Optimization exercise on an open flow, not production practice. RTL: at most simulated, not proved equivalent. Function not checked: runs 4 and 5. Power: default activity.

`flow/run.sh`:
```
#!/bin/bash
# Own layout flow: the standard layout (standard.sh, step by step) with
#  - plain buffers on the ports (buf_1 on req_word and req_len, buf_2 elsewhere)
#    instead of the slow clock-delay cell that
#    buffer_ports picks (flow/post_gp.tcl, after global placement);
#  - a clock tree of clkbuf_4 under a clkbuf_8 root, without dummy loads;
#  - setup repair aiming at a slack of FLOW_MARGIN ns (standard.sh's make
#    command, with only SETUP_SLACK_MARGIN changed).
# Each step's output goes to a log file here (ORFS's own logs are in orfs/logs).
set -euo pipefail
W=$(pwd)
FLOW_MARGIN=5.5
export POST_GLOBAL_PLACE_TCL=$W/flow/post_gp.tcl
export CTS_ARGS="-sink_clustering_enable -repair_clock_nets -dont_use_dummy_load -root_buf sky130_fd_sc_hd__clkbuf_8 -buf_list sky130_fd_sc_hd__clkbuf_4"
sed "s/SETUP_SLACK_MARGIN=[0-9.]*/SETUP_SLACK_MARGIN=$FLOW_MARGIN/" standard.sh > own_standard.sh
grep -q "SETUP_SLACK_MARGIN=$FLOW_MARGIN" own_standard.sh
bash own_standard.sh synth > log_synth.txt 2>&1
bash own_standard.sh floorplan > log_floorplan.txt 2>&1
bash own_standard.sh place > log_place.txt 2>&1
bash own_standard.sh cts > log_cts.txt 2>&1
bash own_standard.sh route > log_route.txt 2>&1
bash own_standard.sh finish > log_finish.txt 2>&1
```
`flow/post_gp.tcl`:
```
# Replace the port buffers that buffer_ports inserted (a slow clock-delay
# cell) with plain buffers: buf_1 on the request word and length inputs,
# which only load registers, and buf_2 on every other port.
set n1 0
set n2 0
foreach inst [[ord::get_db_block] getInsts] {
  set name [$inst getName]
  if {![regexp {^(input|output)[0-9]+$} $name]} { continue }
  set cell sky130_fd_sc_hd__buf_2
  set a [$inst findITerm A]
  if {$a ne "NULL" && [$a getNet] ne "NULL"} {
    set net [[$a getNet] getName]
    if {[string match {req_word*} $net] || [string match {req_len*} $net]} {
      set cell sky130_fd_sc_hd__buf_1
    }
  }
  if {[[$inst getMaster] getName] ne $cell} {
    replace_cell [get_cells $name] $cell
    if {$cell eq "sky130_fd_sc_hd__buf_1"} { incr n1 } else { incr n2 }
  }
}
puts "post_gp: port buffers replaced, $n1 by buf_1 and $n2 by buf_2"
```
`standard.sh`:
```
#!/bin/bash
# synth_recipe.tcl (not shown) runs the flow's synth.tcl, then flattens the netlist and writes it again
# the make line also repeats each setting of config.mk as NAME=value (left out here)
make -C /OpenROAD-flow-scripts/flow DESIGN_CONFIG=/design/flow/config.mk WORK_HOME=/design/flow/orfs CLKGATE_MAP_FILE= SYNTH_SCRIPT=/design/flow/synth_recipe.tcl "${@:-finish}"
```
`config.mk`:
```
export PLATFORM = sky130hd
export DESIGN_NAME = sc_codec
export DESIGN_NICKNAME = sc_codec
export VERILOG_FILES = /design/flow/design.v
export SDC_FILE = /design/flow/constraint.sdc
export NUM_CORES = 4
export LEC_CHECK = 0
export ABC_AREA = 1
export CAP_MARGIN = 20
export CORE_MARGIN = 2
export CORE_UTILIZATION = 40
export SETUP_SLACK_MARGIN = 5.0
export SLEW_MARGIN = 20
```
`constraint.sdc`:
```
create_clock -name core_clock -period 8.0 [get_ports {clk}]
set_input_delay 1.6000 -clock core_clock [delete_from_list [all_inputs] [get_ports {clk}]]
set_output_delay 1.6000 -clock core_clock [all_outputs]
set_load 0.01 [all_outputs]
```
`design.v`:
```
module sc_crc_byte (
    input  wire [15:0] crc_in,
    input  wire [7:0]  data,
    output reg  [15:0] crc_out
);
    integer i;
    always @* begin
        crc_out = crc_in ^ {8'h00, data};
        for (i = 0; i < 8; i = i + 1) begin
            if (crc_out[0])
                crc_out = (crc_out >> 1) ^ 16'h8005;
            else
                crc_out = crc_out >> 1;
        end
    end
endmodule
module sc_hex_digit (
    input  wire [3:0] nib,
    output reg  [7:0] ch
);
    always @* begin
        case (nib)
            4'hA:    ch = 8'h41;
            4'hB:    ch = 8'h42;
            4'hC:    ch = 8'h43;
            4'hD:    ch = 8'h44;
            4'hE:    ch = 8'h45;
            4'hF:    ch = 8'h46;
            default: ch = {4'h3, nib};
        endcase
    end
endmodule
module sc_hex_value (
    input  wire [7:0] ch,
    output wire       ok,
    output reg  [3:0] val
);
    wire digit  = (ch[7:4] == 4'h3) && (!ch[3] || ch[2:1] == 2'b00);
    wire letter = (ch[7:6] == 2'b01) && (ch[4:3] == 2'b00) &&
                  (ch[2:0] != 3'd0) && (ch[2:0] != 3'd7);
    assign ok = digit || letter;
    always @* begin
        if (digit)
            val = ch[3:0];
        else
            case (ch[2:0])
                3'd1:    val = 4'hA;
                3'd2:    val = 4'hB;
                3'd3:    val = 4'hC;
                3'd4:    val = 4'hD;
                3'd5:    val = 4'hE;
                default: val = 4'hF;
            endcase
    end
endmodule
module sc_codec (
    input  wire        clk,
    input  wire        rst,
    input  wire        req_valid,
    output wire        req_ready,
    input  wire [63:0] req_word,
    input  wire [9:0]  req_len,
    input  wire        in_valid,
    output wire        in_ready,
    input  wire [7:0]  in_data,
    output wire        out_valid,
    input  wire        out_ready,
    output wire [7:0]  out_data,
    output wire        rsp_valid,
    input  wire        rsp_ready,
    output wire [63:0] rsp_word
);
    localparam F_AA   = 4'd0;
    localparam F_LEN  = 4'd1;
    localparam F_TYPE = 4'd2;
    localparam F_COMB = 4'd3;
    localparam F_DONE = 4'd4;
    localparam F_CRCH = 4'd5;
    localparam F_CRCL = 4'd6;
    localparam F_STOP = 4'd7;
    localparam F_DATA = 4'd8;
    reg        rq_rdy;        
    reg        in_rdy;
    reg        rq_rdy_o, in_rdy_o, ov_o;
    reg        rsp_v;
    reg        su;            
    reg        run;           
    reg        dn;            
    reg [3:0]  op;            
    reg [9:0]  rem;           
    reg        rz, r1;        
    reg [7:0]  y0, y1, yc;
    reg [15:0] y16;
    reg [2:0]  st;
    reg [7:0]  T;
    reg        tf;
    reg [7:0]  O;
    reg        ov;
    reg [7:0]  S;
    reg        sv;
    reg [3:0]  fph;           
    reg [1:0]  cp;            
    reg        tkb;           
    reg        mal;           
    reg        b0ok;          
    reg        lff;           
    reg [7:0]  k;             
    reg        kin;           
    reg [1:0]  tr;            
    reg        ma, mb, mc;    
    wire o_crc  = (op == 4'h0);
    wire o_step = (op == 4'h1);
    wire o_pack = (op == 4'h2);
    wire o_unpk = (op == 4'h3);
    wire o_hexb = (op == 4'h4);
    wire o_tok  = (op == 4'h5);
    wire o_hexl = (op == 4'h6);
    wire o_hdl  = (op == 4'h7);
    wire o_fr   = (op == 4'h8) || (op == 4'hA);
    wire o_df   = (op == 4'h9) || (op == 4'hB);
    wire hexm   = (op == 4'h6) || (op == 4'hA);
    wire textin = (op == 4'h7) || (op == 4'hB);
    wire ill    = op[3] & op[2];
    wire bin_in = o_crc || o_hexl || o_fr || (op == 4'h9);    
    wire ovf     = (st == 3'd1);
    wire c_emit  = (o_hexl || o_fr) && !ovf;
    wire c_parse = o_hdl || o_df;
    wire c_sink  = !c_emit && !c_parse;
    wire space   = !sv;
    wire rem_z   = rz;
    wire rem_1   = r1;
    wire req_take = req_valid && rq_rdy;
    wire in_take  = in_valid && in_rdy;
    wire [3:0] nib = (cp == 2'd0) ? T[7:4] : T[3:0];
    wire [7:0] dig;
    sc_hex_digit u_dig (.nib(nib), .ch(dig));
    wire [7:0] ech = !hexm ? T : (cp == 2'd2) ? 8'h20 : dig;
    wire e_dat    = fph[3];
    wire e_sp     = hexm && (cp == 2'd2);
    wire e_push   = run && c_emit && (fph != F_DONE) && space && (tf || e_sp);
    wire e_first  = !hexm || (cp == 2'd0);
    wire e_end    = !hexm || (cp == 2'd1);
    wire e_more   = !rem_z;
    wire e_hdr    = fph[3] || (!fph[2] && fph[1:0] != 2'd0);    
    wire e_crc    = e_push && o_fr && e_first && e_hdr;
    wire e_adv    = e_push && e_end;
    reg  [3:0] nph;
    always @* begin
        if (fph == F_COMB)
            nph = e_more ? F_DATA : F_CRCH;
        else if (e_dat)
            nph = e_more ? F_DATA : (o_hexl ? F_DONE : F_CRCH);
        else if (fph == F_STOP)
            nph = F_DONE;
        else
            case (fph)
                F_AA:    nph = F_LEN;
                F_LEN:   nph = F_TYPE;
                F_TYPE:  nph = F_COMB;
                F_CRCH:  nph = F_CRCL;
                default: nph = F_STOP;
            endcase
    end
    wire [3:0] fph_e = e_adv ? nph : fph;
    wire e_ld     = e_adv && (nph == F_LEN || nph == F_TYPE || nph == F_COMB ||
                              nph == F_CRCL || nph == F_STOP);
    wire e_refill = run && c_emit && (fph == F_CRCH) && !tf;
    wire [2:0] pos    = fph[2:0];
    reg  [2:0] pos_inc;
    always @* begin
        case (pos)
            3'd0: pos_inc = 3'd1;
            3'd1: pos_inc = 3'd2;
            3'd2: pos_inc = 3'd3;
            3'd3: pos_inc = 3'd4;
            3'd4: pos_inc = 3'd5;
            3'd5: pos_inc = 3'd6;
            default: pos_inc = 3'd7;
        endcase
    end
    wire       d_cons = run && c_parse && tf && space;
    wire       d_df   = d_cons && o_df;
    wire       inreg  = (pos == 3'd1) || ((pos >= 3'd2) && kin);
    wire       d_push = d_cons && (o_hdl || (inreg && pos[2]));
    wire [15:0] crc_nx;
    sc_crc_byte u_crc (.crc_in(y16), .data(T), .crc_out(crc_nx));
    wire crc_en = (run && o_crc && tf) || e_crc || (d_df && inreg);
    wire       push  = e_push || d_push;
    wire       pop   = ov && out_ready;
    wire       oload = !ov || pop;
    wire       ov_n  = oload ? (sv || push) : 1'b1;
    wire       sv_n  = (sv || (push && ov)) && !pop;
    wire t_cons = (c_sink && tf) ||
                  e_adv ||
                  d_cons;
    wire       in_ws = (in_data == 8'h20) ||
                       (in_data[7:3] == 5'b00001 && in_data[2:0] != 3'd0 && in_data[2:0] <= 3'd5);
    wire       hok;
    wire [3:0] hv;
    sc_hex_value u_hv (.ch(in_data), .ok(hok), .val(hv));
    wire [1:0] cp_inc = (cp == 2'd3) ? 2'd3 : cp + 2'd1;
    wire       tok_ok = (cp == 2'd2) && !tkb;
    wire       tok_l1 = (cp == 2'd1) && !tkb;    
    wire tx_take = in_take && textin;
    wire tf_set  = (in_take && bin_in) || e_ld || e_refill ||
                   (tx_take && (in_ws ? (cp != 2'd0) : rem_1));
    wire mal_set = tx_take && (in_ws ? (cp != 2'd0 && !tok_ok)
                                     : (rem_1 && !(hok && tok_l1)));
    wire tf_n    = tf_set || (tf && !t_cons);
    wire       rem_nz_n = in_take ? !rem_1 : !rem_z;
    wire tf_nc  = (in_take && (bin_in || (textin && (cp != 2'd0 || rem_1)))) ||
                  e_ld || e_refill || (tf && !t_cons);
    wire cpred  = c_sink ||
                  (!sv_n && (c_parse || (o_fr && !hexm && fph_e == F_DATA)));
    wire fin = run && !su && (c_emit ? (fph == F_DONE) : (rem_z && !tf));
    reg  [2:0] d_st;
    always @* begin
        if (textin && mal)                  d_st = 3'd2;
        else if (pos != 3'd7)               d_st = 3'd3;
        else if (!b0ok || !lff)             d_st = 3'd4;
        else if (y0 < 8'd3 || tr != 2'd3)   d_st = 3'd5;
        else if (!mc)                       d_st = 3'd6;
        else                                d_st = 3'd0;
    end
    wire d_err  = fin && o_df && (d_st != 3'd0);
    wire fr_ovf = o_fr && (rem >= 10'd253);
    wire su_fr  = o_fr && !fr_ovf;
    wire rsp_v_n = rsp_v ? !rsp_ready : ((dn || fin) && !ov_n);
    wire [3:0] rop  = req_word[3:0];
    wire       r_fr = (rop == 4'h8) || (rop == 4'hA);
    always @(posedge clk) begin
        if (rst) begin
            rq_rdy <= 1'b1;
            in_rdy <= 1'b0;
            rq_rdy_o <= 1'b1;
            in_rdy_o <= 1'b0;
            ov_o     <= 1'b0;
            rsp_v  <= 1'b0;
            su     <= 1'b0;
            run    <= 1'b0;
            dn     <= 1'b0;
            tf     <= 1'b0;
            ov     <= 1'b0;
            sv     <= 1'b0;
        end else begin
            if (oload) O <= sv ? S : ech;
            if (push && ov && !pop) S <= ech;
            ov <= ov_n;
            sv <= sv_n;
            ov_o <= push || sv || (ov && !out_ready);
            rsp_v  <= rsp_v_n;
            rq_rdy <= rq_rdy ? !req_valid : (rsp_v && rsp_ready);
            rq_rdy_o <= (rq_rdy && !req_valid) || (rsp_v && rsp_ready);
            dn     <= rsp_v ? 1'b0 : ((dn || fin) && ov_n);
            su     <= req_take;
            if (fin) run <= 1'b0;
            if (req_take) run <= 1'b1;
            in_rdy <= req_take ? (req_len != 10'd0 && !r_fr)
                               : (run && !fin && rem_nz_n && (!tf_nc || cpred));
            in_rdy_o <= (req_take && req_len != 10'd0 && !r_fr) ||
                        (!rq_rdy && run && !fin && rem_nz_n && (!tf_nc || cpred));
            tf     <= rq_rdy ? r_fr : tf_n;
        end
        if (rq_rdy) begin
            rem <= req_len;
            rz  <= (req_len == 10'd0);
            r1  <= (req_len == 10'd1);
        end else if (in_take) begin
            rem <= rem - 10'd1;
            rz  <= r1;
            r1  <= (rem == 10'd2);
        end
        if (rq_rdy) begin
            op <= (((req_word & 64'hFFFF0000FE0000F0) != 64'd0) || (rop >= 4'hC)) ?
                  4'hF : rop;
            case (rop)
                4'h6:       fph <= (req_len == 10'd0) ? F_DONE : F_DATA;
                4'h8, 4'hA: fph <= F_AA;
                default:    fph <= F_DATA;
            endcase
            cp   <= (rop == 4'h4) ? 2'd1 : 2'd0;
            tkb  <= 1'b0;
            mal  <= 1'b0;
            tr   <= 2'd0;
        end
        if (rq_rdy)
            y0 <= req_len[7:0] + 8'd3;
        else if (su)
            y0 <= su_fr ? y0 : 8'd0;
        else if ((d_df && pos == 3'd1) || (fin && o_tok && tok_ok))
            y0 <= T;
        else if (fin && o_hexb)
            y0 <= dig;
        else if (d_err)
            y0 <= 8'd0;
        if (rq_rdy)
            y1 <= req_word[15:8];
        else if (su)
            y1 <= o_hexb ? dig : (su_fr ? y1 : 8'd0);
        else if (d_df && pos == 3'd2)
            y1 <= T;
        else if (d_err)
            y1 <= 8'd0;
        if (rq_rdy)
            yc <= {req_word[24], req_word[22:16]};
        else if (su)
            yc <= o_unpk ? T : ((o_pack || su_fr) ? yc : 8'd0);
        else if (d_df && pos == 3'd3)
            yc <= T;
        else if (d_err)
            yc <= 8'd0;
        if (rq_rdy)
            y16 <= req_word[47:32];
        else if (su)
            y16 <= o_step ? crc_nx : ((o_crc || su_fr || o_df) ? 16'hFFFF : 16'h0000);
        else if (crc_en)
            y16 <= crc_nx;
        else if (d_err)
            y16 <= 16'h0000;
        if (rq_rdy)
            st <= 3'd0;
        else if (su)
            st <= ill ? 3'd7 : (fr_ovf ? 3'd1 : 3'd0);
        else if (fin && o_tok && !tok_ok)
            st <= 3'd2;
        else if (fin && o_hdl)
            st <= mal ? 3'd2 : 3'd0;
        else if (fin && o_df)
            st <= d_st;
        if (rq_rdy)
            T <= r_fr ? 8'hAA : req_word[15:8];
        else if (in_take && bin_in)
            T <= in_data;
        else if (e_refill)
            T <= y16[15:8];
        else if (e_ld) begin
            case (nph)
                F_LEN:   T <= y0;
                F_TYPE:  T <= y1;
                F_COMB:  T <= yc;
                F_CRCL:  T <= y16[7:0];
                default: T <= 8'hFF;
            endcase
        end
        if (in_take && (textin || o_tok) && cp == 2'd0) T[7:4] <= hv;
        if (in_take && (textin || o_tok) && cp == 2'd1) T[3:0] <= hv;
        if (su && o_hexb)
            cp <= 2'd0;
        else if (in_take && o_tok)
            cp <= cp_inc;
        else if (tx_take)
            cp <= (in_ws || rem_1) ? 2'd0 : cp_inc;
        else if (e_push && hexm)
            cp <= (cp == 2'd0) ? 2'd1 : ((cp == 2'd1) ? 2'd2 : 2'd0);
        if (in_take && o_tok && !hok)
            tkb <= 1'b1;
        else if (tx_take)
            tkb <= (in_ws || rem_1) ? 1'b0 : (tkb || !hok);
        if (mal_set)
            mal <= 1'b1;
        if (e_push)
            fph <= fph_e;
        else if (d_cons && fph != 4'd15)
            fph <= {fph[3], pos_inc};
        if (d_df) begin
            if (pos == 3'd0) b0ok <= (T == 8'hAA);
            if (pos == 3'd1) begin
                k   <= T;
                kin <= (T[7:1] != 7'd0);
            end
            if (inreg && pos >= 3'd2) begin
                k   <= k - 8'd1;
                kin <= (k[7:2] != 6'd0) || (k[1:0] == 2'd3);
            end
            if (!inreg && pos >= 3'd2 && tr != 2'd3) tr <= tr + 2'd1;
            lff <= (T == 8'hFF);
            ma  <= (T == y16[15:8]);
            mb  <= ma && (T == y16[7:0]);
            mc  <= mb;
        end
    end
    assign req_ready = rq_rdy_o;
    assign in_ready  = in_rdy_o;
    assign rsp_valid = rsp_v;
    assign out_valid = ov_o;
    assign out_data  = O;
    assign rsp_word  = {6'd0, yc[0], yc[7], 1'b0, yc[6:0], y16, yc, y1, y0, 5'd0, st};
endmodule
```
==> results of run 1 <==
registers in the layout, summed over array words and instances (netlist names), 8 cells and up:
signal,cells
T,8
rem,10
y1,8
S,8
y16,16
O,8
k,8
y0,8
yc,8
synthesized netlist by cell type (19+ instances only):
| master | instances |
|---|---|
| edfxtp_1 | 98 |
| nand4_1 | 22 |
| buf_4 | 23 |
| o22ai_1 | 19 |
| inv_1 | 127 |
| a21oi_1 | 41 |
| o21ai_0 | 75 |
| nor2_1 | 100 |
| clkbuf_1 | 20 |
| dfxtp_1 | 20 |
| a31oi_1 | 20 |
| nand2_1 | 241 |
| nand3_1 | 60 |
repair_timing:
action | in CTS | in global routing
resized for setup | 106 | 98
setup buffers | 74 | 32
hold buffers | 0 | 0
endpoints found under the setup margin | 191 | 171
pin swaps | 31 | 34
gates cloned | 0 | 2
layout by cell type (no fill, tap or decap), types with 5 or more instances in the layout:
cell and instances:
nand2_1 215, buf_4 102, inv_1 99, edfxtp_1 98, nor2_1 78, buf_1 64, buf_2 63, o21ai_0 61
nand3_1 52, a21oi_1 37, buf_6 27, nand2_2 24, inv_2 22, nand4_1 22, o211ai_1 18, a31oi_1 17
nand2_4 17, clkbuf_4 16, xor2_1 15, nor2_2 14, xnor2_1 13, o22ai_1 13, dfxtp_1 13, nor3_1 12
nor2_4 12, o21ai_1 12, conb_1 12, ha_1 7, dfxtp_2 7, o22ai_2 6, nor4_1 6, nand3_2 5
inv_4 5, nor4_2 5
final timing paths:
check	endpoint	slack, ps
setup / recovery	rsp_word[12]	5310
hold / removal	mc	480
setup reg to reg	y16[1]	5330
hold reg to reg	mc	480
routing by layer:
metal / GRT usage, % / vias up
met3: 5.63 / 68
li1: - / 3966
met2: 43.3 / 395
met1: 36.2 / 3948
met5: 0 / -
met4: 8.28 / 0
logic make-up after synthesis:
| logic type | count (synthesis) |
|---|---|
| buf+inv | 186 |
| fa+ha+maj | 9 |
| other cells | 1 |
| xor+xnor | 34 |
| simple gates | 482 |
| compound gates | 203 |
| flops | 118 |
worst reg2reg max path, delay by kind of cell, from the launching register on:
family	cells	cell delay, ps
flip-flops	1	420
AND/OR/NAND/NOR	8	860
adder cells (fa/ha/maj)	1	300
buffers and inverters	5	460
XOR/XNOR	2	370
through the flow:
stage | setup slack [ps] | utilization, %
3_5_place_dp | 4550 | 45.6
3_3_place_gp | 4390 | 49.9
2_1_floorplan | 5340 | -
5_1_grt | 5210 | 54.6
6_report | 5310 | 54.6
4_1_cts | 5310 | 51.2
layout make-up:
cell class	instances	area (µm²)
flip-flops and latches	118	3350
multi-input cells	741	4530
clock buffers	17	134
repair inverters	1	5.00
well taps	265	332
inverters	136	576
repair buffers	259	1670
fillers	1887	8800
power breakdown:
group	switching (µW)	leakage, µW	internal [µW]
combinational	555	0.00319	386
sequential	49.5	0.00114	722
clock	201	0.0000808	104
==> key figures, run 1 <==
Status
  – Status: no timing/DRC/antenna violations

Floorplanning
  – Die Y: 144 µm
  – Die area: 0.0208 mm²
  – IO Pins: 164
  – Core area: 0.0194 mm²
  – Site Rows: 51
  – Initial core utilization: 40.5%
  – Die width: 144 µm

Detailed routing
  – Vias per cell: 5.45
  – DRC viols: 0
  – WL final: 28,200 µm
  – Antenna-violating nets left: 0
  – Via count: 8,377
  – Post-Route M1 WL: 11,800 µm
  – Initial DRT Pass Iterations: 5
  – Wire per inst: 18.3 µm
  – Drt first-iter violations: 767
  – Uppermost layer routed: met4
  – Met2 wire len: 13,100 µm
  – WL met3: 2470 µm

Clock tree
  – Worst-path clk slew: 100 ps
  – Htree depth: 4
  – CTS sink cnt: 118
  – Num CTS Buffers: 17
  – Clk latency of the worst-skew pair: 440 ps
  – CTS root buf: clkbuf_8
  – Clock tree buffer depth: 2
  – CTS tree: yes

Timing
  – Setup_tns: 0 ps
  – Skew final: 54.1 ps
  – Final Hold Fails: 0
  – Max Fclk: 372 MHz
  – Setup Viol. Count Final: 0
  – RSZ-0062 raised after global routing: yes
  – Crit path time final: 2690 ps
  – Fin crit share: 33.6%
  – Worst-Margin Slew: 652 ps
  – Fin. max-slew vios: 0
  – Hold WS: 480 ps
  – Slew headroom: 56.3%

Critical path
  – Crit path launch type: flip-flop
  – Reg-to-reg startpoint: y16[0]
  – Reg2Reg Depth: 16
  – Critical path depth: 1
  – Worst path max stage delay: 490 ps
  – CP Data Arrival Time: 1090 ps
  – Worst-path maximum fanout: 3
  – Slowest cell on the critical path: edfxtp_1
  – Crit path required time: 6400 ps
  – Worst Setup End Kind: output pin
  – WP buf/inv: 1
  – Crit-path leading delay family: flip-flops
  – Crit-path cells: buf_2
  – Critical path origin: y0[4]
  – Kind of critical path: reg2out

Synthesis
  – Largest family of logic cells by synthesized area: simple AND/OR/NAND/NOR gates
  – Synth top area share: 37.4%
  – Seq/Total Area, Yosys: 42.5%
  – Synth Instances: 1,033
  – Synth Warn #: 4
  – Synth top area cells: edfxtp_1 37%, nand2_1 12%, inv_1 6.1%
  – Top FF cell, synth: edfxtp_1
  – Compound-Gate Fraction of Synth Area: 15.3%
  – Synth Area in XOR/XNOR: 3.98%
  – #FFs+latches synth: 118
  – Syn_area_per_cell: 7.61 µm²
  – Yosys top cell by area: edfxtp_1
  – Multiplexer share of the synthesized area: 0%
  – Number of enable flip-flop cells after synthesis: 98
  – Post-synth ARST share: 0%
  – Post-Synth Simple-Gate Area: 26.6%
  – Synth Area in Adders: 1.43%
  – Post-synth cell types: 49
  – Area of the mapped netlist: 0.00786 mm²

Placed design
  – I/O Buffers: 150
  – DP Area: 0.00885 mm²
  – DP HPWL: 20,800 µm
  – DP Cell Count: 1,412

Global route
  – Initial antenna violation count: 0
  – First-pass GRT wire length: 41,600 µm
  – Grt ovf: 0
  – Total GRT Usage: 26.8%
  – Largest net degree at the start of global routing: 67
  – Vias in the first global route: 7,674

Power
  – P_leak: 0.00441 µW
  – Worst vdd ir: 0.000131 V
  – Total power divided by cell area: 190 mW/mm²
  – Power, Total: 2020 µW

Worst hold path
  – Worst Hold Class: reg2reg
  – Hold path cells: 0
  – Hold path start: mb

Finish
  – Antenna diode count: 0
  – Synth-to-layout area growth: 34.8%
  – Filler-free cell count of the finished design: 1,537
  – Share of layout cells above drive strength 1: 30.1%
  – Final nets: 1,371
  – Design area: 0.0106 mm²

Job
  – Maxcap violations: 0
Testbench counts, summed over its fixed seeds: cycles 127,029.
==> run 2, diff against run 1 <==
--- a/flow/run.sh
+++ b/flow/run.sh
@@ -9,7 +9,7 @@
 # Each step's output goes to a log file here (ORFS's own logs are in orfs/logs).
 set -euo pipefail
 W=$(pwd)
-FLOW_MARGIN=5.5
+FLOW_MARGIN=5.3
 export POST_GLOBAL_PLACE_TCL=$W/flow/post_gp.tcl
 export CTS_ARGS="-sink_clustering_enable -repair_clock_nets -dont_use_dummy_load -root_buf sky130_fd_sc_hd__clkbuf_8 -buf_list sky130_fd_sc_hd__clkbuf_4"
 sed "s/SETUP_SLACK_MARGIN=[0-9.]*/SETUP_SLACK_MARGIN=$FLOW_MARGIN/" standard.sh > own_standard.sh
--- a/config.mk
+++ b/config.mk
@@ -11,3 +11,4 @@
 export CORE_UTILIZATION = 40
 export SETUP_SLACK_MARGIN = 5.0
 export SLEW_MARGIN = 20
+export TNS_END_PERCENT = 30
==> key figures, run 2 <==
Global route
  – Total GRT Usage: 25.4% (-1.4 points)
  – Grt ovf: 0 (unchanged)
  – First-pass GRT wire length: 39,400 µm (-5.2%)
  – Largest net degree at the start of global routing: 52 (-22%)
  – Initial antenna violation count: 0 (unchanged)
  – Vias in the first global route: 7,090 (-7.6%)

Detailed routing
  – Wire per inst: 18.4 µm (about the same)
  – Met2 wire len: 12,300 µm (-6.7%)
  – Uppermost layer routed: met4
  – Initial DRT Pass Iterations: 7 (+2)
  – WL final: 26,800 µm (-4.9%)
  – WL met3: 1950 µm (-21%)
  – Post-Route M1 WL: 11,900 µm (+0.84%)
  – Antenna-violating nets left: 0 (unchanged)
  – Drt first-iter violations: 847 (+10%)
  – Vias per cell: 5.39 (-1.1%)
  – Via count: 7,878 (-6.0%)
  – DRC viols: 0 (unchanged)

Clock tree
  – Worst-path clk slew: 110 ps (about the same)
  – CTS root buf: clkbuf_8
  – Htree depth: 4 (unchanged)
  – Hold buffers post-CTS: 0 (unchanged)
  – CTS sink cnt: 118 (unchanged)
  – Clock tree buffer depth: 2 (unchanged)
  – CTS tree: yes
  – Clk latency of the worst-skew pair: 430 ps (about the same)
  – Num CTS Buffers: 17 (unchanged)

Finish
  – Max reg flops: 16 (unchanged)
  – Filler-free cell count of the finished design: 1,461 (-4.9%)
  – Share of layout cells above drive strength 1: 18.2% (-12 points)
  – Commonest cells after routing, fill and taps aside: 229 x nand2_1, 116 x inv_1, 98 x edfxtp_1
  – Sequential Area: 0.00335 mm² (-0.19%)
  – Final nets: 1,295 (-5.5%)
  – Biggest register: y16
  – Multi-input gate area: 0.00410 mm² (-9.3%)
  – Largest regs: y16 (16), rem (10)
  – Most common cell after layout, fill and taps aside: nand2_1
  – Antenna diode count: 0 (unchanged)
  – Fill cell count: 2,037 (+7.9%)
  – Synth-to-layout area growth: 19.6%

Power
  – Switching Fraction: 39.4% (-0.53 points)
  – Internal: 1090 µW (-10%)
  – Sw Pwr: 709 µW (-12%)
  – P_leak: 0.00389 µW (-12%)
  – Total power divided by cell area: 191 mW/mm² (+0.48%)
  – Clock share of power: 17.3% (+2.2 points)
  – Comb pwr share: 38.9% (-7.8 points)
  – Worst vdd ir: 0.000118 V (-10%)
  – Reg power frac: 43.7% (+5.5 points)

Synthesis
  – Top FF cell, synth: edfxtp_1
  – Most common cell in the synthesized netlist: nand2_1
  – Syn_area_per_cell: 7.61 µm² (unchanged)
  – Synth Warn #: 4 (unchanged)
  – Top post-synthesis cells by count: 241 x nand2_1, 127 x inv_1, 100 x nor2_1, 98 x edfxtp_1, 75 x o21ai_0
  – #FFs+latches synth: 118 (unchanged)
  – Synth top area cells: edfxtp_1 37%, nand2_1 12%, inv_1 6.1%
  – Post-synth ARST share: 0% (unchanged)
  – Synth Instances: 1,033 (unchanged)
  – Yosys top cell by area: edfxtp_1
  – Number of enable flip-flop cells after synthesis: 98 (unchanged)
  – Area of the mapped netlist: 0.00786 mm² (unchanged)
  – Seq/Total Area, Yosys: 42.5% (unchanged)
  – Post-synth cell types: 49 (unchanged)
  – Synth top area share: 37.4% (unchanged)

Worst hold path
  – Worst Hold Class: reg2reg

Timing
  – Final Hold Fails: 0 (unchanged)
  – RSZ-0062 raised after global routing: yes
  – Fin. max-slew vios: 0 (unchanged)
  – Max Fclk: 359 MHz (-3.5%)
  – Slew headroom: 48.0% (-8.4 points)
  – Crit path time final: 2780 ps (+98.3 ps)
  – Worst-Margin Slew: 781 ps (+128 ps)
  – Skew final: 28.8 ps (-25.3 ps)
  – Fin crit share: 34.8% (+1.2 points)
  – Setup Viol. Count Final: 0 (unchanged)
  – Setup_tns: 0 ps (unchanged)

Floorplanning
  – Site Rows: 51 (unchanged)
  – Initial core utilization: 40.5% (unchanged)
  – Die Y: 144 µm (unchanged)
  – Die width: 144 µm (unchanged)
  – Core area: 0.0194 mm² (unchanged)
  – IO Pins: 164 (unchanged)
  – Die area: 0.0208 mm² (unchanged)

Critical path
  – Worst path max stage delay: 490 ps (about the same)
  – CP Data Arrival Time: 1180 ps (+90 ps)
  – Worst Setup End Kind: output pin
  – Crit-path leading delay family: flip-flops
  – Slowest cell on the critical path: edfxtp_1
  – Crit path required time: 6400 ps (about the same)
  – Worst-path maximum fanout: 3 (unchanged)
  – WP buf/inv: 2 (+1)
  – Most used cell, CP: buf_6
  – Crit-path cells: buf_6, buf_6
  – Kind of critical path: reg2out
  – Crit path launch type: flip-flop

Placed design
  – DP Cell Count: 1,411 (-0.071%)
  – I/O Buffers: 150 (unchanged)
  – DP HPWL: 20,500 µm (-1.1%)

Job
  – Maxcap violations: 0 (unchanged)

Status
  – Status: no timing/DRC/antenna violations
==> run 2: worst paths after layout <==
kind              startpoint  cells past startpoint  slack, ps            to
hold / removal            mb                      0        440            mc
setup / recovery      y16[0]                      2       5220  rsp_word[32]
hold reg to reg           mb                      0        440            mc
setup reg to reg      rq_rdy                      4       5370         yc[0]
==> run 2: cell families after synthesis <==
family / count (synthesis) / synth area share (%)
compound gates: 203 / 15.3
xor+xnor: 34 / 3.98
fa+ha+maj: 9 / 1.43
buf+inv: 186 / 10.1
flops: 118 / 42.5
other cells: 1 / 0.0477
simple gates: 482 / 26.6
==> run 2: layout make-up <==
type                            count  area share, %
Clock buffer                       17           1.42
Inverter                          136           5.57
Multi-Input combinational cell    740           43.7
Sequential cell                   118           35.6
Tap cell                          265           3.53
Timing Repair Buffer              185           10.2
==> run 2: routing by layer <==
layer | global-route usage [%] | up-vias
met3 | 5.00 | 44
li1 | - | 3820
met4 | 8.94 | 0
met1 | 35.5 | 3671
met2 | 39.4 | 343
met5 | 0 | -
==> run 2: power by group through the flow <==
stage               combinational (µW)  clock [µW]  sequential, µW
floorplan                          376           0             777
global placement                   560           0             801
detailed placement                 511           0             800
CTS                                534         315             783
global route                       765         340             790
finish                             700         312             786
==> run 2: stage by stage <==
step	hold WS [ps]	setup slack, ps	instance area (µm²)	util, %	power (µW)
after floorplan	400	5230	7920	-	1150
after global placement	423	4110	9490	48.9	1360
after detailed placement	426	4360	8650	44.6	1310
after CTS	448	5210	9000	46.4	1630
after global routing	456	5170	9400	48.4	1890
final	443	5220	9400	48.4	1800
==> run 2: timing repair <==
action                     4_1_cts  5_1_grt
setup endpoints to repair      109      140
buffers inserted                15       18
pin swaps                        4       19
gates resized for setup         24       64
==> run 3, diff against run 2 <==
--- a/flow/run.sh
+++ b/flow/run.sh
@@ -4,13 +4,15 @@
 #    instead of the slow clock-delay cell that
 #    buffer_ports picks (flow/post_gp.tcl, after global placement);
 #  - a clock tree of clkbuf_4 under a clkbuf_8 root, without dummy loads;
-#  - setup repair aiming at a slack of FLOW_MARGIN ns (standard.sh's make
+#  - setup repair by resizing only (no buffering or cloning), aiming at a
+#    slack of FLOW_MARGIN ns (standard.sh's make
 #    command, with only SETUP_SLACK_MARGIN changed).
 # Each step's output goes to a log file here (ORFS's own logs are in orfs/logs).
 set -euo pipefail
 W=$(pwd)
 FLOW_MARGIN=5.3
 export POST_GLOBAL_PLACE_TCL=$W/flow/post_gp.tcl
+export SETUP_MOVE_SEQUENCE="unbuffer,sizeup,swap"
 export CTS_ARGS="-sink_clustering_enable -repair_clock_nets -dont_use_dummy_load -root_buf sky130_fd_sc_hd__clkbuf_8 -buf_list sky130_fd_sc_hd__clkbuf_4"
 sed "s/SETUP_SLACK_MARGIN=[0-9.]*/SETUP_SLACK_MARGIN=$FLOW_MARGIN/" standard.sh > own_standard.sh
 grep -q "SETUP_SLACK_MARGIN=$FLOW_MARGIN" own_standard.sh
--- a/config.mk
+++ b/config.mk
@@ -11,4 +11,3 @@
 export CORE_UTILIZATION = 40
 export SETUP_SLACK_MARGIN = 5.0
 export SLEW_MARGIN = 20
-export TNS_END_PERCENT = 30
==> key figures, run 3 <==
Status
  – Status: no timing/DRC/antenna violations

Critical path
  – CP Data Arrival Time: 3130 ps (+1950 ps)
  – WP buf/inv: 2 (unchanged)
  – Crit path launch type: flip-flop
  – Worst Setup End Kind: flip-flop
  – Worst path max stage delay: 630 ps (+140 ps)
  – Crit-path leading delay family: simple AND/OR/NAND/NOR gates
  – Slowest cell on the critical path: nand4_1
  – Worst-path maximum fanout: 11 (+8)
  – Kind of critical path: reg2reg
  – Crit-path cells: inv_2, nor2_4, inv_2, nor2_4, nand4_1, o22ai_1, nand2_1, o211ai_1, a21oi_1
  – Crit path required time: 8190 ps (+1790 ps)

Timing
  – Worst-Margin Slew: 1040 ps (+264 ps)
  – Final Hold Fails: 0 (unchanged)
  – Setup Viol. Count Final: 0 (unchanged)
  – Crit path time final: 2950 ps (+162 ps)
  – Fin. max-slew vios: 0 (unchanged)
  – Max Fclk: 339 MHz (-5.5%)
  – Skew final: 54.8 ps (+26.1 ps)
  – Slew headroom: 30.1% (-18 points)
  – Hold WS: 444 ps (+0.353 ps)
  – Fin crit share: 36.8% (+2.0 points)
  – Setup_tns: 0 ps (unchanged)
  – RSZ-0062 raised after global routing: yes

Synthesis
  – Post-synth ARST share: 0% (unchanged)
  – Post-synth cell types: 49 (unchanged)
  – Synth Instances: 1,033 (unchanged)
  – Top FF cell, synth: edfxtp_1
  – Synth top area share: 37.4% (unchanged)
  – Syn_area_per_cell: 7.61 µm² (unchanged)
  – Top post-synthesis cells by count: 241 x nand2_1, 127 x inv_1, 100 x nor2_1, 98 x edfxtp_1, 75 x o21ai_0
  – Seq/Total Area, Yosys: 42.5% (unchanged)
  – Area of the mapped netlist: 0.00786 mm² (unchanged)
  – #FFs+latches synth: 118 (unchanged)
  – Synth top area cells: edfxtp_1 37%, nand2_1 12%, inv_1 6.1%
  – Number of enable flip-flop cells after synthesis: 98 (unchanged)
  – Yosys top cell by area: edfxtp_1
  – Most common cell in the synthesized netlist: nand2_1
  – Synth Warn #: 4 (unchanged)

Floorplanning
  – Initial core utilization: 40.5% (unchanged)
  – Die Y: 144 µm (unchanged)
  – Site Rows: 51 (unchanged)
  – IO Pins: 164 (unchanged)
  – Die area: 0.0208 mm² (unchanged)
  – Core area: 0.0194 mm² (unchanged)
  – Die width: 144 µm (unchanged)

Clock tree
  – Worst-path clk slew: 110 ps (about the same)
  – CTS root buf: clkbuf_8
  – Clock tree buffer depth: 2 (unchanged)
  – CTS tree: yes
  – Clk latency of the worst-skew pair: 430 ps (about the same)
  – Post-CTS setup repair buffer count: 0 (-15)
  – Htree depth: 4 (unchanged)
  – Num CTS Buffers: 17 (unchanged)
  – Hold buffers post-CTS: 0 (unchanged)
  – CTS sink cnt: 118 (unchanged)

Detailed routing
  – Vias per cell: 5.46 (+1.2%)
  – Wire per inst: 18.8 µm (+2.3%)
  – Via count: 7,799 (-1.0%)
  – WL final: 26,800 µm (about the same)
  – Initial DRT Pass Iterations: 9 (+2)
  – Antenna-violating nets left: 0 (unchanged)
  – Drt first-iter violations: 669 (-21%)
  – DRC viols: 0 (unchanged)

Power
  – Internal: 1030 µW (-5.3%)
  – Reg power frac: 46.1% (+2.4 points)
  – Clock share of power: 18.2% (+0.9 points)
  – Comb pwr share: 35.7% (-3.2 points)
  – Switching Fraction: 39.6% (+0.20 points)
  – Worst vdd ir: 0.0000922 V (-22%)
  – Total power divided by cell area: 185 mW/mm² (-3.3%)
  – Sw Pwr: 677 µW (-4.5%)
  – P_leak: 0.00377 µW (-3.3%)

Placed design
  – I/O Buffers: 150 (unchanged)
  – DP Area: 0.00866 mm² (+0.19%)
  – DP HPWL: 20,900 µm (+1.6%)

Global route
  – Initial antenna violation count: 0 (unchanged)
  – Total GRT Usage: 26.0% (+0.62 points)
  – First-pass GRT wire length: 40,600 µm (+3.0%)
  – Vias in the first global route: 7,166 (+1.1%)
  – Grt ovf: 0 (unchanged)
  – Largest net degree at the start of global routing: 72 (+38%)

Finish
  – Antenna diode count: 0 (unchanged)
  – Max reg flops: 16 (unchanged)
  – Commonest cells after routing, fill and taps aside: 223 x nand2_1, 110 x inv_1, 98 x edfxtp_1
  – Synth-to-layout area growth: 17.5%
  – Design area: 0.00924 mm² (-1.7%)
  – Share of layout cells above drive strength 1: 18.2% (about the same)
  – Biggest register: y16
  – Most common cell after layout, fill and taps aside: nand2_1
  – Largest regs: y16 (16), rem (10)
  – Final nets: 1,263 (-2.5%)

Job
  – Maxcap violations: 0 (unchanged)

Worst hold path
  – Worst Hold Class: reg2reg
-- run 3: cell count changes in the layout (fill, tap and decap cells not counted), sizes merged --
cell | before | now
buf | 184 | 149
clkbuf | 18 | 21
clkinv | 2 | 3
inv | 132 | 131
-- run 3: cell families after synthesis --
group | Yosys count | synth area share (%)
AO/OA/AOI/OAI | 203 | 15.3
AND/OR/NAND/NOR | 482 | 26.6
other | 1 | 0.0477
flip-flops | 118 | 42.5
XOR/XNOR | 34 | 3.98
buffers and inverters | 186 | 10.1
adder cells (fa/ha/maj) | 9 | 1.43
-- run 3: timing repair --
item                       4_1_cts  5_1_grt
pin swaps                       18       18
resized for setup               66       60
setup endpoints to repair       98      119
-- run 3: metrics by stage --
step	cells	worst slack (ps)	total power, µW	utilization (%)
5_1_grt	1429	4970	1810	47.6
2_1_floorplan	1044	5260	1150	-
3_5_place_dp	1412	4370	1310	44.7
3_3_place_gp	1412	4140	1360	49.0
6_report	1429	5050	1710	47.6
4_1_cts	1429	5180	1700	46.7
-- run 3: metal layers --
layer  global-route usage, %  vias to the layer above  routed length (µm)
met5                       0                        -                   0
met4                    8.18                        0                 611
met3                    4.27                       40                1740
met2                    41.0                      322               12300
met1                    36.8                     3676               12200
li1                        -                     3761                   -
-- run 3: layout make-up --
| class | instances | area (µm²) |
|---|---|---|
| fill | 2051 | 10200 |
| sequential | 118 | 3340 |
| tap | 265 | 332 |
| inverter | 136 | 523 |
| timing repair buffer | 153 | 709 |
| clock buffer | 17 | 134 |
| multi-input combinational | 740 | 4190 |
-- run 3: power by group through the flow --
stage	Clock [µW]	Sequential [µW]	Combinational, µW
final	311	788	610
after global routing	338	791	678
after CTS	316	786	594
after detailed placement	0	798	513
after global placement	0	799	562
after floorplan	0	777	376
-- run 3: path summary, 6_finish.rpt --
path / startpoint / endpoint / slack (ps) / cells after the start
max: fph[0] / T[4] / 5050 / 9
min: mb / mc / 440 / 0
max reg2reg: fph[0] / T[4] / 5050 / 9
min reg2reg: mb / mc / 440 / 0
==> run 4, diff against run 3 <==
--- a/design.v
+++ b/design.v
@@ -163,8 +163,7 @@
     end
     wire [3:0] fph_e = e_adv ? nph : fph;
     wire e_ld     = e_adv && (nph == F_LEN || nph == F_TYPE || nph == F_COMB ||
-                              nph == F_CRCL || nph == F_STOP);
-    wire e_refill = run && c_emit && (fph == F_CRCH) && !tf;
+                              nph == F_CRCH || nph == F_CRCL || nph == F_STOP);
     wire [2:0] pos    = fph[2:0];
     reg  [2:0] pos_inc;
     always @* begin
@@ -202,16 +201,17 @@
     wire       tok_ok = (cp == 2'd2) && !tkb;
     wire       tok_l1 = (cp == 2'd1) && !tkb;    
     wire tx_take = in_take && textin;
-    wire tf_set  = (in_take && bin_in) || e_ld || e_refill ||
+    wire tf_set  = (in_take && bin_in) || e_ld ||
                    (tx_take && (in_ws ? (cp != 2'd0) : rem_1));
     wire mal_set = tx_take && (in_ws ? (cp != 2'd0 && !tok_ok)
                                      : (rem_1 && !(hok && tok_l1)));
     wire tf_n    = tf_set || (tf && !t_cons);
     wire       rem_nz_n = in_take ? !rem_1 : !rem_z;
     wire tf_nc  = (in_take && (bin_in || (textin && (cp != 2'd0 || rem_1)))) ||
-                  e_ld || e_refill || (tf && !t_cons);
+                  e_ld || (tf && !t_cons);
     wire cpred  = c_sink ||
-                  (!sv_n && (c_parse || (o_fr && !hexm && fph_e == F_DATA)));
+                  (!sv_n && (c_parse ||
+                             (o_fr && !hexm && (fph_e == F_DATA || (fph_e == F_COMB && !rem_z)))));
     wire fin = run && !su && (c_emit ? (fph == F_DONE) : (rem_z && !tf));
     reg  [2:0] d_st;
     always @* begin
@@ -331,13 +331,12 @@
             T <= r_fr ? 8'hAA : req_word[15:8];
         else if (in_take && bin_in)
             T <= in_data;
-        else if (e_refill)
-            T <= y16[15:8];
         else if (e_ld) begin
             case (nph)
                 F_LEN:   T <= y0;
                 F_TYPE:  T <= y1;
                 F_COMB:  T <= yc;
+                F_CRCH:  T <= e_crc ? crc_nx[15:8] : y16[15:8];
                 F_CRCL:  T <= y16[7:0];
                 default: T <= 8'hFF;
             endcase
==> flow/run.sh (replaced) <==
#!/bin/bash
# Own layout flow: the standard layout (standard.sh, step by step) with
#  - plain buffers on the ports (buf_1 on req_word and req_len, buf_2 elsewhere)
#    instead of the slow clock-delay cell that
#    buffer_ports picks (flow/post_gp.tcl, after global placement);
#  - a clock tree of clkbuf_8 without dummy loads;
#  - setup repair aiming at a slack of FLOW_MARGIN ns (standard.sh's make
#    command, with only SETUP_SLACK_MARGIN changed).
# Each step's output goes to a log file here (ORFS's own logs are in orfs/logs).
set -euo pipefail
W=$(pwd)
FLOW_MARGIN=5.3
export POST_GLOBAL_PLACE_TCL=$W/flow/post_gp.tcl
export CTS_ARGS="-sink_clustering_enable -repair_clock_nets -dont_use_dummy_load -buf_list sky130_fd_sc_hd__clkbuf_8"
sed "s/SETUP_SLACK_MARGIN=[0-9.]*/SETUP_SLACK_MARGIN=$FLOW_MARGIN/" standard.sh > own_standard.sh
grep -q "SETUP_SLACK_MARGIN=$FLOW_MARGIN" own_standard.sh
bash own_standard.sh synth > log_synth.txt 2>&1
bash own_standard.sh floorplan > log_floorplan.txt 2>&1
bash own_standard.sh place > log_place.txt 2>&1
bash own_standard.sh cts > log_cts.txt 2>&1
bash own_standard.sh route > log_route.txt 2>&1
bash own_standard.sh finish > log_finish.txt 2>&1
==> key figures, run 4 <==
Worst hold path
  – Hold path cells: 0 (unchanged)
  – Hold path start: mb
  – Hold EP: mc
  – Worst Hold Class: reg2reg

Floorplanning
  – Die width: 146 µm (+1.1%)
  – IO Pins: 164 (unchanged)
  – Site Rows: 51 (unchanged)
  – Core area: 0.0196 mm² (+0.99%)
  – Die Y: 146 µm (+1.1%)
  – Die area: 0.0213 mm² (+2.3%)
  – Initial core utilization: 41.1% (+0.54 points)

Placed design
  – I/O Buffers: 150 (unchanged)
  – DP HPWL: 20,400 µm (-2.0%)
  – Dpl ws: 4640 ps (+264 ps)
  – DP Area: 0.00881 mm² (+1.7%)

Detailed routing
  – Antenna-violating nets left: 0 (unchanged)
  – Drt first-iter violations: 809 (+21%)
  – DRC viols: 0 (unchanged)
  – WL final: 27,100 µm (+0.98%)
  – Via count: 8,219 (+5.4%)
  – Wire per inst: 17.9 µm (-4.9%)
  – Uppermost layer routed: met4
  – WL met3: 2220 µm (+28%)
  – Post-Route M1 WL: 11,500 µm (-5.9%)
  – Initial DRT Pass Iterations: 5 (-4)
  – Met2 wire len: 12,600 µm (+2.6%)
  – Vias per cell: 5.42 (-0.73%)

Global route
  – Grt ovf: 0 (unchanged)
  – Largest net degree at the start of global routing: 75 (+4.2%)
  – Initial antenna violation count: 0 (unchanged)
  – Vias in the first global route: 7,566 (+5.6%)
  – Total GRT Usage: 24.8% (-1.2 points)
  – First-pass GRT wire length: 41,100 µm (+1.3%)

Finish
  – Biggest register: y16
  – Final nets: 1,354 (+7.2%)
  – Max reg flops: 16 (unchanged)
  – Design area: 0.00994 mm² (+7.6%)
  – Antenna diode count: 0 (unchanged)
  – Largest regs: y16 (16), rem (10)
  – Share of layout cells above drive strength 1: 22.0% (+3.8 points)
  – Most common cell after layout, fill and taps aside: nand2_1
  – Final core occ: 50.7% (+3.1 points)
  – Synth-to-layout area growth: 23.6%
  – Commonest cells after routing, fill and taps aside: 186 x nand2_1, 140 x inv_1, 98 x edfxtp_1

Critical path
  – Reg2Reg Depth: 17 (+8)
  – R2R setup slack: 5350 ps (+300 ps)
  – CP Data Arrival Time: 1160 ps (-1970 ps)
  – Reg-to-reg startpoint: y16[0]
  – Crit path required time: 6400 ps (-1790 ps)
  – Worst-path maximum fanout: 2 (-9)
  – Worst reg2reg endpoint: T[7]
  – Worst Setup End Kind: output pin
  – Kind of critical path: reg2out
  – Crit path launch type: flip-flop

Clock tree
  – CTS sink cnt: 118 (unchanged)
  – Htree depth: 4 (unchanged)
  – Clk latency of the worst-skew pair: 460 ps (+30 ps)
  – Worst-path clk slew: 70 ps (-40 ps)
  – Clock tree buffer depth: 2 (unchanged)
  – Hold buffers post-CTS: 0 (unchanged)
  – Num CTS Buffers: 17 (unchanged)
  – CTS root buf: clkbuf_8
  – CTS tree: yes

Timing
  – Slew headroom: 47.3% (+17 points)
  – Skew final: 18.6 ps (-36.2 ps)
  – Max Fclk: 363 MHz (+6.9%)
  – RSZ-0062 raised after global routing: yes
  – Final Worst Setup Slack: 5240 ps (+189 ps)
  – Setup_tns: 0 ps (unchanged)
  – Worst-Margin Slew: 790 ps (-255 ps)
  – Setup Viol. Count Final: 0 (unchanged)
  – Crit path time final: 2760 ps (-189 ps)
  – Fin. max-slew vios: 0 (unchanged)
  – Final Hold Fails: 0 (unchanged)
  – Hold WS: 437 ps (-6.33 ps)
  – Fin crit share: 34.5% (-2.4 points)

Power
  – Total power divided by cell area: 195 mW/mm² (+5.3%)
  – Worst vdd ir: 0.000112 V (+22%)
  – P_leak: 0.00420 µW (+12%)

Synthesis
  – Synth Area in Adders: 1.87% (+0.43 points)
  – Synth Area in XOR/XNOR: 3.75% (-0.23 points)
  – Compound-Gate Fraction of Synth Area: 15.9% (+0.57 points)
  – Post-synth cell types: 56 (+14%)
  – Most common cell in the synthesized netlist: nand2_1
  – Top FF cell, synth: edfxtp_1
  – Post-Synth Simple-Gate Area: 25.7% (-0.90 points)
  – Post-synth ARST share: 0% (unchanged)
  – Syn_area_per_cell: 7.64 µm² (+0.40%)
  – Synth Warn #: 4 (unchanged)
  – #FFs+latches synth: 118 (unchanged)
  – Area of the mapped netlist: 0.00804 mm² (+2.3%)
  – Synth top area share: 36.6% (-0.86 points)
  – Seq/Total Area, Yosys: 41.6% (-0.97 points)
  – Synth Instances: 1,053 (+1.9%)
  – Yosys top cell by area: edfxtp_1
  – Largest family of logic cells by synthesized area: simple AND/OR/NAND/NOR gates
  – Multiplexer share of the synthesized area: 0% (unchanged)
  – Number of enable flip-flop cells after synthesis: 98 (unchanged)
  – Top post-synthesis cells by count: 213 x nand2_1, 151 x inv_1, 112 x nor2_1, 98 x edfxtp_1, 79 x o21ai_0
  – Synth top area cells: edfxtp_1 37%, nand2_1 9.9%, inv_1 7.0%

Job
  – Maxcap violations: 0 (unchanged)

Status
  – Status: no timing/DRC/antenna violations
==> run 4: cell count changes after synthesis, moves of 5 or more <==
cell	previous run	this run
o22ai_1	19	12
nand2_1	241	213
nor2_1	100	112
xor2_1	18	13
nand4_1	22	17
nor3_1	17	29
inv_1	127	151
==> run 4: stage by stage <==
step | total power, µW | instances
detailed placement | 1280 | 1432
finish | 1940 | 1517
global placement | 1330 | 1432
global route | 2020 | 1517
CTS | 1770 | 1480
floorplan | 1120 | 1064
==> run 4: cell type report <==
type                            count  area [µm²]
Fill cell                        1969        9650
Multi-Input combinational cell    738        4220
Sequential cell                   118        3340
Timing Repair Buffer              219        1200
Inverter                          159         608
Tap cell                          265         332
Clock buffer                       17         234
Timing Repair inverter              1        5.00
==> run 4: repair_timing <==
item | in CTS | in global routing
pin swaps | 8 | 28
gates resized for setup | 31 | 84
gates cloned | 0 | 1
buffers inserted | 31 | 36
endpoints found under the setup margin | 85 | 114
==> run 4: layer usage <==
metal  track usage, %  vias up
li1                 -     3952
met1             33.8     3832
met2             39.4      385
met3             4.80       50
met4             9.07        0
met5                0        -
==> run 4: worst max-delay path, stage by stage (launching register included) <==
cell and delay, ps:
edfxtp_1 440, buf_6 150, buf_6 110
==> run 4: worst max path at each step <==
stage / start / endpoint / slack, ps
3_5_place_dp: fph[2] / y16[9] / 4640
3_3_place_gp: in_valid / T[0] / 4340
6_report: y16[0] / rsp_word[32] / 5240
2_1_floorplan: in_valid / T[7] / 5290
4_1_cts: y16[0] / rsp_word[32] / 5250
5_1_grt: y16[0] / rsp_word[32] / 5220
==> run 4: cell families (layout without fill, tap and decap cells) <==
group                      after synthesis  count (layout)
and+or+nand+nor                        471             471
other                                    1              12
buffers and inverters                  208             396
DFF                                    118             118
adders and majority gates               12              12
AOI/OAI and AO/OA                      212             212
xor gates and xnor gates                31              31
==> run 4: power by group <==
part / switching, µW / internal (µW)
Combinational: 448 / 312
Clock: 222 / 186
Sequential: 46.4 / 723
==> run 5, diff against run 4 <==
--- a/design.v
+++ b/design.v
@@ -87,6 +87,12 @@
     reg        run;           
     reg        dn;            
     reg [3:0]  op;            
+    reg        k_emit;        
+    reg        k_parse;       
+    reg        k_fr;          
+    reg        k_df;          
+    reg        k_hexm;        
+    reg        k_text;        
     reg [9:0]  rem;           
     reg        rz, r1;        
     reg [7:0]  y0, y1, yc;
@@ -94,6 +100,7 @@
     reg [2:0]  st;
     reg [7:0]  T;
     reg        tf;
+    reg        td;            
     reg [7:0]  O;
     reg        ov;
     reg [7:0]  S;
@@ -104,6 +111,7 @@
     reg        mal;           
     reg        b0ok;          
     reg        lff;           
+    reg        lsm;           
     reg [7:0]  k;             
     reg        kin;           
     reg [1:0]  tr;            
@@ -116,15 +124,15 @@
     wire o_tok  = (op == 4'h5);
     wire o_hexl = (op == 4'h6);
     wire o_hdl  = (op == 4'h7);
-    wire o_fr   = (op == 4'h8) || (op == 4'hA);
-    wire o_df   = (op == 4'h9) || (op == 4'hB);
-    wire hexm   = (op == 4'h6) || (op == 4'hA);
-    wire textin = (op == 4'h7) || (op == 4'hB);
+    wire o_fr   = k_fr;
+    wire o_df   = k_df;
+    wire hexm   = k_hexm;
+    wire textin = k_text;
     wire ill    = op[3] & op[2];
     wire bin_in = o_crc || o_hexl || o_fr || (op == 4'h9);    
     wire ovf     = (st == 3'd1);
-    wire c_emit  = (o_hexl || o_fr) && !ovf;
-    wire c_parse = o_hdl || o_df;
+    wire c_emit  = k_emit;
+    wire c_parse = k_parse;
     wire c_sink  = !c_emit && !c_parse;
     wire space   = !sv;
     wire rem_z   = rz;
@@ -163,7 +171,8 @@
     end
     wire [3:0] fph_e = e_adv ? nph : fph;
     wire e_ld     = e_adv && (nph == F_LEN || nph == F_TYPE || nph == F_COMB ||
-                              nph == F_CRCH || nph == F_CRCL || nph == F_STOP);
+                              nph == F_CRCL || nph == F_STOP);
+    wire e_refill = run && c_emit && (fph == F_CRCH) && !tf;
     wire [2:0] pos    = fph[2:0];
     reg  [2:0] pos_inc;
     always @* begin
@@ -177,7 +186,8 @@
             default: pos_inc = 3'd7;
         endcase
     end
-    wire       d_cons = run && c_parse && tf && space;
+    wire       tv     = tf || td;           
+    wire       d_cons = run && c_parse && tv && space;
     wire       d_df   = d_cons && o_df;
     wire       inreg  = (pos == 3'd1) || ((pos >= 3'd2) && kin);
     wire       d_push = d_cons && (o_hdl || (inreg && pos[2]));
@@ -193,7 +203,8 @@
                   e_adv ||
                   d_cons;
     wire       in_ws = (in_data == 8'h20) ||
-                       (in_data[7:3] == 5'b00001 && in_data[2:0] != 3'd0 && in_data[2:0] <= 3'd5);
+                       (in_data[7:3] == 5'b00001 &&
+                        ((!in_data[2] && in_data[1:0] != 2'b00) || (in_data[2] && !in_data[1])));
     wire       hok;
     wire [3:0] hv;
     sc_hex_value u_hv (.ch(in_data), .ok(hok), .val(hv));
@@ -201,24 +212,23 @@
     wire       tok_ok = (cp == 2'd2) && !tkb;
     wire       tok_l1 = (cp == 2'd1) && !tkb;    
     wire tx_take = in_take && textin;
-    wire tf_set  = (in_take && bin_in) || e_ld ||
-                   (tx_take && (in_ws ? (cp != 2'd0) : rem_1));
+    wire tf_set  = (in_take && bin_in) || e_ld || e_refill;
+    wire td_set  = tx_take && (in_ws ? (cp != 2'd0) : rem_1);
     wire mal_set = tx_take && (in_ws ? (cp != 2'd0 && !tok_ok)
                                      : (rem_1 && !(hok && tok_l1)));
-    wire tf_n    = tf_set || (tf && !t_cons);
+    wire tf_n    = tf_set || (tv && !t_cons);
     wire       rem_nz_n = in_take ? !rem_1 : !rem_z;
     wire tf_nc  = (in_take && (bin_in || (textin && (cp != 2'd0 || rem_1)))) ||
-                  e_ld || (tf && !t_cons);
+                  e_ld || e_refill || (tv && !t_cons);
     wire cpred  = c_sink ||
-                  (!sv_n && (c_parse ||
-                             (o_fr && !hexm && (fph_e == F_DATA || (fph_e == F_COMB && !rem_z)))));
-    wire fin = run && !su && (c_emit ? (fph == F_DONE) : (rem_z && !tf));
+                  (!sv_n && (c_parse || (o_fr && !hexm && fph_e == F_DATA)));
+    wire fin = run && !su && (c_emit ? (fph == F_DONE) : (rem_z && !tv));
     reg  [2:0] d_st;
     always @* begin
         if (textin && mal)                  d_st = 3'd2;
         else if (pos != 3'd7)               d_st = 3'd3;
         else if (!b0ok || !lff)             d_st = 3'd4;
-        else if (y0 < 8'd3 || tr != 2'd3)   d_st = 3'd5;
+        else if (lsm || tr != 2'd3)         d_st = 3'd5;
         else if (!mc)                       d_st = 3'd6;
         else                                d_st = 3'd0;
     end
@@ -227,6 +237,7 @@
     wire su_fr  = o_fr && !fr_ovf;
     wire rsp_v_n = rsp_v ? !rsp_ready : ((dn || fin) && !ov_n);
     wire [3:0] rop  = req_word[3:0];
+    wire       r_ill = ((req_word & 64'hFFFF0000FE0000F0) != 64'd0) || (rop >= 4'hC);
     wire       r_fr = (rop == 4'h8) || (rop == 4'hA);
     always @(posedge clk) begin
         if (rst) begin
@@ -240,6 +251,7 @@
             run    <= 1'b0;
             dn     <= 1'b0;
             tf     <= 1'b0;
+            td     <= 1'b0;
             ov     <= 1'b0;
             sv     <= 1'b0;
         end else begin
@@ -260,6 +272,7 @@
             in_rdy_o <= (req_take && req_len != 10'd0 && !r_fr) ||
                         (!rq_rdy && run && !fin && rem_nz_n && (!tf_nc || cpred));
             tf     <= rq_rdy ? r_fr : tf_n;
+            td     <= td_set;
         end
         if (rq_rdy) begin
             rem <= req_len;
@@ -271,8 +284,13 @@
             r1  <= (rem == 10'd2);
         end
         if (rq_rdy) begin
-            op <= (((req_word & 64'hFFFF0000FE0000F0) != 64'd0) || (rop >= 4'hC)) ?
-                  4'hF : rop;
+            op <= r_ill ? 4'hF : rop;
+            k_emit  <= !r_ill && (rop == 4'h6 || rop == 4'h8 || rop == 4'hA);
+            k_parse <= !r_ill && (rop == 4'h7 || rop == 4'h9 || rop == 4'hB);
+            k_fr    <= !r_ill && (rop == 4'h8 || rop == 4'hA);
+            k_df    <= !r_ill && (rop == 4'h9 || rop == 4'hB);
+            k_hexm  <= !r_ill && (rop == 4'h6 || rop == 4'hA);
+            k_text  <= !r_ill && (rop == 4'h7 || rop == 4'hB);
             case (rop)
                 4'h6:       fph <= (req_len == 10'd0) ? F_DONE : F_DATA;
                 4'h8, 4'hA: fph <= F_AA;
@@ -331,18 +349,21 @@
             T <= r_fr ? 8'hAA : req_word[15:8];
         else if (in_take && bin_in)
             T <= in_data;
+        else if (e_refill)
+            T <= y16[15:8];
         else if (e_ld) begin
             case (nph)
                 F_LEN:   T <= y0;
                 F_TYPE:  T <= y1;
                 F_COMB:  T <= yc;
-                F_CRCH:  T <= e_crc ? crc_nx[15:8] : y16[15:8];
                 F_CRCL:  T <= y16[7:0];
                 default: T <= 8'hFF;
             endcase
         end
         if (in_take && (textin || o_tok) && cp == 2'd0) T[7:4] <= hv;
         if (in_take && (textin || o_tok) && cp == 2'd1) T[3:0] <= hv;
+        if (su && fr_ovf)
+            k_emit <= 1'b0;
         if (su && o_hexb)
             cp <= 2'd0;
         else if (in_take && o_tok)
@@ -363,6 +384,7 @@
             fph <= {fph[3], pos_inc};
         if (d_df) begin
             if (pos == 3'd0) b0ok <= (T == 8'hAA);
+            if (pos == 3'd1) lsm  <= (T[7:2] == 6'd0) && (T[1:0] != 2'b11);
             if (pos == 3'd1) begin
                 k   <= T;
                 kin <= (T[7:1] != 7'd0);
==> flow/run.sh (replaced) <==
#!/bin/bash
# Own layout flow: the standard layout (standard.sh, step by step) with
#  - plain buffers on the ports (buf_1 on req_word and req_len, buf_2 elsewhere)
#    instead of the slow clock-delay cell that
#    buffer_ports picks (flow/post_gp.tcl, after global placement);
#  - a clock tree of clkbuf_8 without dummy loads.
# Each step's output goes to a log file here (ORFS's own logs are in orfs/logs).
set -euo pipefail
W=$(pwd)
export POST_GLOBAL_PLACE_TCL=$W/flow/post_gp.tcl
export CTS_ARGS="-sink_clustering_enable -repair_clock_nets -dont_use_dummy_load -buf_list sky130_fd_sc_hd__clkbuf_8"
bash standard.sh synth > log_synth.txt 2>&1
bash standard.sh floorplan > log_floorplan.txt 2>&1
bash standard.sh place > log_place.txt 2>&1
bash standard.sh cts > log_cts.txt 2>&1
bash standard.sh route > log_route.txt 2>&1
bash standard.sh finish > log_finish.txt 2>&1
--- a/config.mk
+++ b/config.mk
@@ -5,7 +5,6 @@
 export SDC_FILE = /design/flow/constraint.sdc
 export NUM_CORES = 4
 export LEC_CHECK = 0
-export ABC_AREA = 1
 export CAP_MARGIN = 20
 export CORE_MARGIN = 2
 export CORE_UTILIZATION = 40
==> key figures, run 5 <==
Timing
  – Skew final: 41.7 ps (+23.0 ps)
  – Crit path time final: 2910 ps (+157 ps)
  – Max Fclk: 343 MHz (-5.4%)
  – Worst-Margin Slew: 1080 ps (+287 ps)
  – Hold WS: 406 ps (-31.5 ps)
  – Fin. max-slew vios: 0 (unchanged)
  – Setup_tns: 0 ps (unchanged)
  – Final Hold Fails: 0 (unchanged)
  – RSZ-0062 raised after global routing: no
  – Slew headroom: 28.0% (-19 points)
  – Setup Viol. Count Final: 0 (unchanged)
  – Fin crit share: 36.4% (+2.0 points)

Finish
  – Commonest cells after routing, fill and taps aside: 110 x nand2_1, 104 x edfxtp_1, 77 x buf_2
  – Biggest register: y16
  – Most common cell after layout, fill and taps aside: nand2_1
  – Design area: 0.00934 mm² (-6.0%)
  – Filler-free cell count of the finished design: 1,267 (-16%)
  – Synth-to-layout area growth: 13.5%
  – Largest regs: y16 (16), rem (10)
  – Final nets: 1,098 (-19%)
  – Share of layout cells above drive strength 1: 16.2% (-5.8 points)
  – Antenna diode count: 0 (unchanged)
  – Max reg flops: 16 (unchanged)

Synthesis
  – Syn_area_per_cell: 9.41 µm² (+23%)
  – Most common cell in the synthesized netlist: nand2_1
  – Synth top area cells: edfxtp_1 38%, dfxtp_1 5.3%, nand2_1 5.0%
  – Post-synth cell types: 91 (+63%)
  – Post-synth ARST share: 0% (unchanged)
  – Top FF cell, synth: edfxtp_1
  – #FFs+latches synth: 126 (+6.8%)
  – Number of enable flip-flop cells after synthesis: 104 (+6.1%)
  – Yosys top cell by area: edfxtp_1
  – Synth Warn #: 4 (unchanged)
  – Top post-synthesis cells by count: 110 x nand2_1, 104 x edfxtp_1, 64 x nor2_1, 47 x o21ai_0
  – Seq/Total Area, Yosys: 43.3% (+1.7 points)
  – Synth Instances: 875 (-17%)
  – Synth top area share: 37.9% (+1.3 points)
  – Area of the mapped netlist: 0.00823 mm² (+2.4%)

Detailed routing
  – Antenna-violating nets left: 0 (unchanged)
  – Via count: 7,449 (-9.4%)
  – WL final: 26,400 µm (-2.5%)
  – Wire per inst: 20.8 µm (+17%)
  – Drt first-iter violations: 733 (-9.4%)
  – Vias per cell: 5.88 (+8.5%)
  – DRC viols: 0 (unchanged)
  – Initial DRT Pass Iterations: 5 (unchanged)

Floorplanning
  – Initial core utilization: 40.7% (-0.37 points)
  – Die Y: 147 µm (+1.1%)
  – Site Rows: 52 (+2.0%)
  – Die width: 147 µm (+1.1%)
  – Core area: 0.0202 mm² (+3.3%)
  – IO Pins: 164 (unchanged)
  – Die area: 0.0217 mm² (+2.3%)

Critical path
  – Crit path launch type: flip-flop
  – Crit-path cells: or4b_4, or2_4, a21oi_4, a31oi_1, a22oi_2, buf_12
  – Worst Setup End Kind: flip-flop
  – Slowest cell on the critical path: or4b_4
  – Worst path max stage delay: 640 ps (+200 ps)
  – Crit path required time: 8170 ps (+1770 ps)
  – Worst-path maximum fanout: 12 (+10)
  – Kind of critical path: reg2reg
  – CP Data Arrival Time: 3080 ps (+1920 ps)

Worst hold path
  – Worst Hold Class: reg2reg

Global route
  – Largest net degree at the start of global routing: 49 (-35%)
  – First-pass GRT wire length: 39,900 µm (-3.0%)
  – Grt ovf: 0 (unchanged)
  – Vias in the first global route: 6,763 (-11%)
  – Total GRT Usage: 24.1% (-0.77 points)
  – Initial antenna violation count: 0 (unchanged)

Job
  – Maxcap violations: 0 (unchanged)

Clock tree
  – Worst-path clk slew: 90 ps (+20 ps)
  – CTS sink cnt: 126 (+6.8%)
  – CTS root buf: clkbuf_8
  – Clock tree buffer depth: 2 (unchanged)
  – Num CTS Buffers: 17 (unchanged)
  – Clk latency of the worst-skew pair: 460 ps (about the same)
  – Htree depth: 4 (unchanged)
  – Hold buffers post-CTS: 0 (unchanged)
  – CTS tree: yes

Placed design
  – DP Area: 0.00898 mm² (+2.0%)
  – I/O Buffers: 150 (unchanged)
  – DP HPWL: 19,700 µm (-3.7%)
  – DP Cell Count: 1,240 (-13%)

Status
  – Status: no timing/DRC/antenna violations

Power
  – Worst vdd ir: 0.000101 V (-10%)
  – Total power divided by cell area: 193 mW/mm² (-1.1%)
  – P_leak: 0.00348 µW (-17%)
  – Power, Total: 1800 µW (-7.0%)
run 5: cell count changes in the layout (fill, tap and decap cells not counted), sizes merged, moves of 16 or more:
cell   change
buf       -51
o21ai     -30
nand3     -33
nor2      -53
nor2b     +16
mux2i     +17
nand2    -115
a22oi     +20
xnor2     +17
inv      -130
run 5: timing repair:
action                     in CTS  in global routing
buffers inserted                2                  8
setup endpoints to repair      40                 43
pin swaps                       1                  2
gates resized for setup         5                  4
run 5: report_power, final:
group	total (µW)	internal, µW	switching [µW]
clock	410	186	224
combinational	511	212	299
sequential	880	793	87.5
total	1800	1190	610
run 5: worst paths after layout:
kind / startpoint / endpoint / slack (ps) / cells past startpoint
max: fph[0] / yc[7] / 5090 / 6
min: mb / mc / 410 / 0
max reg2reg: fph[0] / yc[7] / 5090 / 6
min reg2reg: mb / mc / 410 / 0
run 5: layout make-up:
cell class / count / area (µm²)
inverter: 27 / 101
clock buffer: 17 / 234
multi-input combinational: 661 / 4310
tap: 270 / 338
timing repair buffer: 166 / 792
fill: 2048 / 10900
sequential: 126 / 3560
run 5: metal layers:
layer  track usage [%]  part of all wire, %  vias to the layer above
li1                  -                    -                     3472
met1              34.4                   45                     3638
met2              36.2                   45                      315
met3              6.42                  8.7                       24
met4              6.44                  1.4                        0
met5                 0                    0                        -
run 5: metrics by stage:
step | worst slack, ps | utilization (%)
floorplan | 4920 | -
global placement | 4100 | 48.6
detailed placement | 4550 | 44.4
CTS | 5010 | 45.8
global route | 5020 | 46.2
finish | 5090 | 46.2
run 5: worst max-delay path, delay by kind of cell (launching register included):
family | cells | cell delay (ps)
AO/OA/AOI/OAI | 3 | 950
AND/OR/NAND/NOR | 2 | 900
buffers and inverters | 1 | 170
flip-flops | 1 | 610
run 5: kinds of logic (layout without fill, tap and decap cells):
| logic type | count (synthesis) | in the layout | share of synthesized area (%) |
|---|---|---|---|
| mux | 28 | 28 | 3.57 |
| simple gates | 330 | 330 | 20.1 |
| flops | 126 | 126 | 43.3 |
| xor+xnor | 52 | 52 | 5.79 |
| compound gates | 228 | 228 | 19.8 |
| other cells | 1 | 12 | 0.0455 |
| buf+inv | 99 | 210 | 5.82 |
| fa+ha+maj | 11 | 11 | 1.67 |
